This design comes from an exercise in tuning for small area, a short achievable clock period and few clock cycles on the open sky130 flow, not from production work. Function was checked by simulation only, so behaviour that the tests miss may differ from the original. Power and IR drop assume default switching activity.

==> delta <==
## mpd_engine
module mpd_engine (
    input  wire        clk,
    input  wire        rst,           
    input  wire        cmd_valid,
    output wire        cmd_ready,
    input  wire [31:0] cmd_data,
    output reg         gpio_valid,
    input  wire        gpio_ready,
    output wire [31:0] gpio_addr,
    output reg  [31:0] gpio_data,
    output reg         rsp_valid,
    output reg  [3:0]  rsp_err,
    output reg  [31:0] rsp_result,
    output wire [15:0] rsp_bus,
    output reg  [1:0]  rsp_rot,
    output wire [4:0]  rsp_devcnt
);
export LEC_CHECK = 0
export CAP_MARGIN = 20
export CORE_MARGIN = 2
export CORE_UTILIZATION = 40
export SLEW_MARGIN = 20
create_clock -name core_clock -period 25.0 [get_ports {clk}]
standard.sh (not shown) runs the stock make flow with config.mk's settings and CLKGATE_MAP_FILE= SYNTH_SCRIPT=/design/flow/synth_recipe.tcl, a recipe that flattens the netlist after the stock synthesis.
==> flow/flow/run.sh <==
#!/bin/bash
# Standard layout (the standard.sh), with two changes to how it is made:
# the port buffers are buf_4 cells instead of the default pick, and the
# timing repair steps aim for a large setup margin so that they size and
# buffer the paths that set the achieved period. The SDC is unchanged.
export BUFFER_PORTS_ARGS="-buffer_cell sky130_fd_sc_hd__buf_4"
export SETUP_SLACK_MARGIN=19.0
bash standard.sh > standard.log 2>&1
==> fjord (differences from delta) <==
--- a/flow/design.v
+++ b/flow/design.v
@@ -29,16 +29,17 @@
     localparam [3:0] E_FATAL   = 4'd14;
     localparam [3:0] M_IDLE  = 4'd0;    
     localparam [3:0] M_TX    = 4'd1;    
     localparam [3:0] M_DRAIN = 4'd2;    
     localparam [3:0] M_W1    = 4'd3;    
     localparam [3:0] M_PIN   = 4'd4;    
     localparam [3:0] M_DEV   = 4'd5;    
     localparam [3:0] M_BUILD = 4'd6;    
+    localparam [3:0] M_BSCAN = 4'd10;   
     localparam [3:0] M_ROT   = 4'd7;    
     localparam [3:0] M_BHDR  = 4'd8;    
     localparam [3:0] M_XLO   = 4'd9;    
     localparam [2:0] Q_CSA = 3'd0;
     localparam [2:0] Q_DCC = 3'd1;
     localparam [2:0] Q_DCD = 3'd2;
     localparam [2:0] Q_WRD = 3'd3;
     localparam [2:0] Q_SET = 3'd4;
@@ -122,16 +123,20 @@
         case (k)
             2'd0: cbyte = w[7:0];
             2'd1: cbyte = w[15:8];
             2'd2: cbyte = w[23:16];
             default: cbyte = w[31:24];
         endcase
     end
     wire changed = !last_valid || (last_byte != cbyte);
+    reg  lbv, chg;
+    wire wrd_ready = (mst == M_TX) && (sq == Q_WRD) && (srcc || iv);
+    wire lb_take   = wrd_ready && !lbv;
+    wire chg_now   = lbv ? chg : changed;
     reg  [6:0] gab;
     reg  [2:0] first_g, next_g;
     always @(*) begin
         for (i = 0; i < 7; i = i + 1)
             gab[i] = gmask[i] && (i > g);
         first_g = 3'd0;
         next_g  = 3'd0;
         for (i = 6; i >= 0; i = i - 1) begin
@@ -158,27 +163,25 @@
         dmask = 32'd0;
         for (i = 0; i < 8; i = i + 1)
             if ((ip[i][7:5] == g) && (last_byte[i] ^ (esq == Q_CLR)))
                 dmask = dmask | (32'd1 << ip[i][4:0]);
     end
     wire [31:0] n_gd   = isdata ? dmask : (32'd1 << cpin[4:0]);
     wire [2:0]  n_gg   = isdata ? g : cpin[7:5];
     wire        n_gclr = isdata ? (esq == Q_CLR) : (cpol ^ cact);
-    reg [1:0] rpair;
+    reg       rbit;
     always @(*) begin
-        rpair = 2'd0;
-        for (i = 0; i < 13; i = i + 1)
-            if (rem[3:0] == i[3:0]) rpair = w[2*i +: 2];
-    end
-    wire [7:0] rt    = {res, 2'b00} + {6'd0, rpair};
-    wire [7:0] rstep = (rt >= 8'd135) ? rt - 8'd135 :
-                       (rt >= 8'd90)  ? rt - 8'd90  :
-                       (rt >= 8'd45)  ? rt - 8'd45  : rt;
-    wire [5:0] rinit = w[27] ? (w[26] ? 6'd44 : 6'd43) : {5'd0, w[26]};
+        rbit = 1'b0;
+        for (i = 0; i < 27; i = i + 1)
+            if (rem[4:0] == i[4:0]) rbit = w[i];
+    end
+    wire [6:0] rt    = {res, rbit};
+    wire [7:0] rstep = (rt >= 7'd45) ? {1'b0, rt - 7'd45} : {1'b0, rt};
+    wire [5:0] rinit = w[27] ? 6'd44 : 6'd0;
     reg  [2:0] xcode;
     always @(*) begin
         if (mst == M_XLO)
             xcode = xc;
         else if (xfk) begin
             case (rsp_rot)
                 2'd0: xcode = dp[0][2:0];
                 2'd1: xcode = dp[0][5:3];
@@ -213,16 +216,18 @@
                         (sp[0] == sp[4]) || (sp[0] == sp[5]);
     wire       f_md   = bmd  || sc_md;
     wire       f_mc   = bmc  || sc_mc;
     wire       f_pin  = bpin || sc_pin;
     wire       f_dup  = bdup || sc_dup;
     wire [3:0] b_err  = f_md ? E_WIDTH : f_mc ? E_CTRL : f_pin ? E_PIN :
                         f_dup ? E_DUP : E_OK;
     wire       sc_new = !hc[3] && (sp[0][7:5] != 3'd7) && !gmask[sp[0][7:5]];
+    wire       bscan  = ((mst == M_BUILD) && (hc == 4'd0)) || (mst == M_BSCAN);
+    wire       bfin   = (mst == M_BSCAN) && (hc == 4'd10);
     wire drain_last = ((dtx ? (w[15:3] == 13'd0) : (w[31:3] == 29'd0)) &&
                        !(w[2] && (w[1] || w[0])));
     wire [5:0] dhi    = w[7:2] - {5'd0, (k == 2'd0)};
     wire [7:0] dbyte  = (k == 2'd0) ? {dhi, w[1:0]} : (w[7:0] - {7'd0, srcc});
     wire       dbout  = (k == 2'd0) ? (w[7:2] == 6'd0) : (srcc && (w[7:0] == 8'd0));
     wire       dtx_legal = (w[25:24] == 2'b00) && (w[27] || (w[23:16] == 8'd0)) && w[26];
     wire       dstep  = (mst == M_DRAIN) && iv && !((k == 2'd0) && drain_last);
     reg  [3:0]  n_mst;
@@ -230,18 +235,17 @@
     reg  [3:0]  n_err;
     reg  [2:0]  n_sq;
     reg         n_txc, n_txd, n_srcc, n_dtx;
     reg  [15:0] n_rem;
     reg  [1:0]  n_k;
     reg  [2:0]  n_g;
     reg  [6:0]  n_gmask;
     reg  [2:0]  n_ng;
-    reg         n_ready, n_fatal, n_lvalid;
-    reg  [7:0]  n_lbyte;
+    reg         n_ready, n_fatal;
     reg         n_bmd, n_bmc, n_bpin, n_bdup;
     reg  [3:0]  n_devcnt;
     reg         n_xfk;
     reg  [2:0]  n_xc;
     reg  [31:0] n_result;
     reg  [1:0]  n_rot;
     reg  [1:0]  n_xe;
     reg         rel;             
@@ -257,18 +261,16 @@
         n_dtx    = dtx;
         n_rem    = rem;
         n_k      = k;
         n_g      = g;
         n_gmask  = gmask;
         n_ng     = ng;
         n_ready  = bus_ready;
         n_fatal  = bus_fatal;
-        n_lvalid = last_valid;
-        n_lbyte  = last_byte;
         n_bmd    = bmd;
         n_bmc    = bmc;
         n_bpin   = bpin;
         n_bdup   = bdup;
         n_devcnt = devcnt;
         n_xfk    = xfk;
         n_xc     = xc;
         n_result = rsp_result;
@@ -295,20 +297,18 @@
                     n_sq   = Q_WRD;
                 end
                 Q_DCD: begin
                     n_srcc = 1'b0;
                     n_k    = 2'd0;
                     n_sq   = (rem == 16'd0) ? Q_CSD : Q_WRD;
                 end
                 Q_WRD: begin
-                    n_lvalid = 1'b1;
-                    n_lbyte  = cbyte;
                     n_g      = first_g;
-                    n_sq     = changed ? Q_SET : Q_WRA;
+                    n_sq     = chg_now ? Q_SET : Q_WRA;
                     if (!srcc) begin
                         n_rem = rem - 16'd1;
                         n_k   = k + 2'd1;
                     end
                     if (srcc || (k == 2'd3) || (rem == 16'd1)) rel = 1'b1;
                 end
                 Q_SET: n_sq = Q_CLR;
                 Q_CLR: begin
@@ -338,17 +338,16 @@
                 4'h2: begin  
                     rel = 1'b1;
                     if (w[27:0] != 28'd0) begin
                         n_rv = 1'b1; n_err = E_ILLEGAL;
                     end else if (bus_fatal) begin
                         n_rv = 1'b1; n_err = E_FATAL;
                     end else begin
                         n_mst   = M_BUILD;
-                        n_rem   = 16'd10;
                         n_bmd   = 1'b0;
                         n_bmc   = 1'b0;
                         n_bpin  = 1'b0;
                         n_bdup  = 1'b0;
                         n_gmask = 7'd0;
                         n_ng    = 3'd0;
                     end
                 end
@@ -362,17 +361,17 @@
                             n_mst = M_DRAIN;
                             n_dtx = 1'b1;
                             n_k   = 2'd0;
                         end
                     end
                 end
                 4'h4: begin  
                     n_mst = M_ROT;
-                    n_rem = 16'd12;
+                    n_rem = 16'd26;
                 end
                 4'h5: begin  
                     rel  = 1'b1;
                     n_rv = 1'b1;
                     if (w[27:0] != 28'd0)
                         n_err = E_ILLEGAL;
                     else begin
                         n_err = E_OK;
@@ -418,17 +417,17 @@
                     rel   = 1'b1;
                     n_mst = M_W1;
                     n_xfk = 1'b0;
                     n_xe  = 2'd1;
                 end
                 4'hD: begin  
                     rel   = 1'b1;
                     n_mst = M_BHDR;
-                    n_rem = 16'd2;
+                    n_k   = 2'd2;
                 end
                 4'h3: ;
                 default: begin
                     rel  = 1'b1;
                     n_rv = 1'b1; n_err = E_ILLEGAL;
                 end
             endcase
         end
@@ -442,43 +441,41 @@
             n_mst = M_IDLE;
             n_rv  = 1'b1; n_err = E_OK;
             if (op == 4'h9) begin
                 n_devcnt = devcnt + 4'd1;
                 n_result = {29'd0, devcnt[2:0]};
             end
         end
         case (mst)
-            M_BUILD: begin
+            M_BUILD, M_BSCAN: if (bscan) begin
+                n_mst  = M_BSCAN;
                 n_bmd  = f_md;
                 n_bmc  = f_mc;
                 n_bpin = f_pin;
                 n_bdup = f_dup;
                 if (sc_new) begin
                     n_gmask[sp[0][7:5]] = 1'b1;
                     n_ng = ng + 3'd1;
                 end
-                n_rem = rem - 16'd1;
-                if (rem[3:0] == 4'd0) begin
+                if (bfin) begin
                     n_mst    = M_IDLE;
                     n_rv     = 1'b1;
                     n_err    = b_err;
-                    n_lvalid = 1'b0;
-                    n_lbyte  = 8'd0;
                     if (b_err != E_OK) begin
                         n_ready = 1'b0;
                         n_fatal = 1'b1;
                         n_ng    = 3'd0;
                     end else
                         n_ready = 1'b1;
                 end
             end
             M_ROT: begin
                 n_rem = rem - 16'd1;
-                if (rem[3:0] == 4'd0) begin
+                if (rem[4:0] == 5'd0) begin
                     rel   = 1'b1;
                     n_mst = M_IDLE;
                     n_rv  = 1'b1;
                     if ((rstep == 8'd0) && !w[0]) begin
                         n_err = E_OK;
                         n_rot = w[2:1];
                     end else
                         n_err = E_ROT;
@@ -500,18 +497,18 @@
                 rel   = 1'b1;
                 n_mst = M_IDLE;
                 n_rv  = 1'b1;
                 n_result[15:0] = xout;
             end
             M_BHDR: begin
                 if (iv) begin
                     rel = 1'b1;
-                    if (rem[1:0] != 2'd0)
-                        n_rem = rem - 16'd1;
+                    if (k != 2'd0)
+                        n_k = k - 2'd1;
                     else begin
                         n_err = E_ILLEGAL;
                         if (w == 32'd0) begin
                             n_mst = M_IDLE;
                             n_rv  = 1'b1;
                         end else begin
                             n_mst = M_DRAIN;
                             n_dtx = 1'b0;
@@ -547,44 +544,44 @@
         for (i = 0; i < 10; i = i + 1)
             sp[i] <= sp[i + 1];
         sp[10] <= pin_go ? w[7:0] : sp[0];
         if (act && (op == 4'h1) && pin_legal && w[27])
             spol[w[25:24]] <= w[23];
         for (i = 0; i < 7; i = i + 1)
             dp[i] <= dp[i + 1];
         dp[7] <= dev_go ? dev_new : dp[0];
-        if (mst == M_BUILD) begin
+        if (bscan) begin
             for (i = 0; i < 11; i = i + 1)
                 if (hc == i[3:0]) ip[i] <= sp[0];
-            if (rem[3:0] == 4'd0)
+            if (bfin)
                 ipol <= spol;
         end
         res <= (mst == M_ROT) ? rstep[5:0] : rinit;
         if (free) begin
             gpio_data <= n_gd;
             gg        <= n_gg;
             gclr      <= n_gclr;
             sq        <= n_sq;
             txc       <= n_txc;
             txd       <= n_txd;
             srcc      <= n_srcc;
-            dtx       <= n_dtx;
             rem       <= n_rem;
             k         <= n_k;
             g         <= n_g;
-            gmask     <= n_gmask;
-            bmd       <= n_bmd;
-            bmc       <= n_bmc;
-            bpin      <= n_bpin;
-            bdup      <= n_bdup;
-            xfk       <= n_xfk;
-            xc        <= n_xc;
-            xe        <= n_xe;
         end
+        gmask <= n_gmask;
+        bmd   <= n_bmd;
+        bmc   <= n_bmc;
+        bpin  <= n_bpin;
+        bdup  <= n_bdup;
+        xfk   <= n_xfk;
+        xc    <= n_xc;
+        xe    <= n_xe;
+        dtx   <= n_dtx;
         rsp_err <= n_err;
         rstd    <= rst;
     end
     always @(posedge clk) begin
         if (rst) begin
             cr         <= 1'b1;
             iv         <= 1'b0;
             rsp_valid  <= 1'b0;
@@ -605,30 +602,41 @@
     always @(posedge clk) begin
         if (rstd) begin
             sv         <= 11'd0;
             hc         <= 4'd0;
             hd         <= 3'd0;
             devcnt     <= 4'd0;
             bus_ready  <= 1'b0;
             bus_fatal  <= 1'b0;
-            last_valid <= 1'b0;
-            last_byte  <= 8'd0;
             ng         <= 3'd0;
             rsp_rot    <= 2'd0;
             rsp_result <= 32'd0;
         end else begin
             sv <= {pin_go || sv[0], sv[10:1]};
             hc <= (hc == 4'd10) ? 4'd0 : hc + 4'd1;
             hd <= hd + 3'd1;
-            if (free) begin
-                devcnt     <= n_devcnt;
-                bus_ready  <= n_ready;
-                bus_fatal  <= n_fatal;
-                last_valid <= n_lvalid;
-                last_byte  <= n_lbyte;
-                ng         <= n_ng;
-                rsp_rot    <= n_rot;
-                rsp_result <= n_result;
-            end
+            devcnt     <= n_devcnt;
+            bus_ready  <= n_ready;
+            bus_fatal  <= n_fatal;
+            ng         <= n_ng;
+            rsp_rot    <= n_rot;
+            rsp_result <= n_result;
         end
     end
+    always @(posedge clk) begin
+        if (rstd || bfin) begin
+            last_valid <= 1'b0;
+            last_byte  <= 8'd0;
+        end else if (lb_take) begin
+            last_valid <= 1'b1;
+            last_byte  <= cbyte;
+        end
+        if (lb_take)
+            chg <= changed;
+        if (rst)
+            lbv <= 1'b0;
+        else if (free && want && (esq == Q_WRD))
+            lbv <= 1'b0;
+        else if (lb_take)
+            lbv <= 1'b1;
+    end
 endmodule
==> flow/flow/run.sh (replaced) <==
#!/bin/bash
# Standard layout (the standard.sh), with these changes to how it is
# made: the port buffers are buf_2 cells instead of the default pick; the
# timing repair steps aim for a large setup margin so that they size and
# buffer the paths that set the achieved period; and the clock tree is built
# without dummy loads. The SDC is unchanged.
export BUFFER_PORTS_ARGS="-buffer_cell sky130_fd_sc_hd__buf_2"
export SETUP_SLACK_MARGIN=18.75
export CTS_ARGS="-sink_clustering_enable -repair_clock_nets -dont_use_dummy_load -buf_list sky130_fd_sc_hd__clkbuf_8 -sink_clustering_size 18 -sink_clustering_max_diameter 50"
bash standard.sh > standard.log 2>&1
==> flow/config.mk (replaced) <==
export PLATFORM = sky130hd
export DESIGN_NAME = mpd_engine
export DESIGN_NICKNAME = mpd_engine
export VERILOG_FILES = /design/flow/design.v
export SDC_FILE = /design/flow/constraint.sdc
export NUM_CORES = 4
export LEC_CHECK = 0
export CAP_MARGIN = 20
export CORE_MARGIN = 2
export CORE_UTILIZATION = 60
export CTS_BUF_LIST = sky130_fd_sc_hd__clkbuf_8
export CTS_CLUSTER_DIAMETER = 50
export CTS_CLUSTER_SIZE = 18
export SLEW_MARGIN = 20
==> notes.md <==
Combinational power: delta is higher than fjord (16%).
Clock-buffer cell count: delta is higher than fjord (22).
Cell count: fjord is lower than delta (about 11%).
Of delta and fjord, delta has the higher die area (gap 52%, measured against fjord).
Between delta and fjord, the lower final area is in fjord (gap 13%, measured against fjord).
Against fjord, the synthesized area of delta is higher by about 2%.
fjord passed the timing, DRC and antenna checks. delta finished clean.
Against fjord, the sequential share of layout area of delta is lower by 4.8 points.
In fjord the first-iteration DRC count is higher than in delta, by 21%.
Against fjord, the flip-flop and latch count of delta is lower by 2.
==> figures <==
| metric | fjord | delta |
|---|---|---|
| Outcome | complete, no violations | complete, no violations |
| Non-clock buffers | 152 | 209 |
| Via count | 20100 | 20600 |
| Final Cell Area | 24700 um2 | 27900 um2 |
| Clock sink count | 481 | 479 |
| Multi-Input Combinational | 1690 | 1677 |
| Compound-cell area share of the yosys netlist | 0.180 | 0.188 |
| Final cell utilization of the core | 0.641 | 0.474 |
| Combinational share of power | 0.350 | 0.348 |
| Vertical die dimension | 201 um | 248 um |
| Post-cts resize count | 13 | 167 |
| Post-Route Hold Slack | 0.292 ns | 0.304 ns |
| Total combinational power | 0.000847 W | 0.000982 W |
| Post-synth top area share | 0.250 | 0.259 |
| Tap Count | 518 | 773 |
| Sequential power | 0.00119 W | 0.00108 W |
| Synth Area per Inst | 9.75 um2 | 9.89 um2 |
| Number of instances in the synthesized netlist | 2388 | 2398 |
| Worst VDD drop | 0.0716 mV | 0.0575 mV |
| Cell Rows | 72 | 89 |
Testbench counts of delta, summed over its fixed seeds: cycles 186,413.
Testbench counts of fjord, summed over its fixed seeds: cycles 187,449.

[afterwards: timing with drivers on the ports]
In the flow no input, the clock included, has a driving cell. The finished layouts below were timed again as built, in two steps. Step 1, drivers: a clkbuf_16 drives clk and a buf_2 each remaining input, both assumed. Step 2 adds t to the input delays and takes it off the output delays; t is the mean of the earliest and latest rising clock arrival at the registers after step 1. Input paths then give back, and output paths get back, about the clock's delay inside the block. a / b / c = ideal / step 1 / step 2; a / b = the first two.
| run | shift t [ns] | setup slack, ns | cell pins on the clock port's net |
|---|---|---|---|
| delta | 0.672 | 18.806 / 18.748 / 18.377 | 1 |
| fjord | 0.655 | 18.787 / 18.734 / 18.302 | 1 |
After both steps setup and hold are still met in every run listed. The setup slack of fjord, which loses most, moves by -0.053 ns with the drivers and by -0.485 ns with both steps.
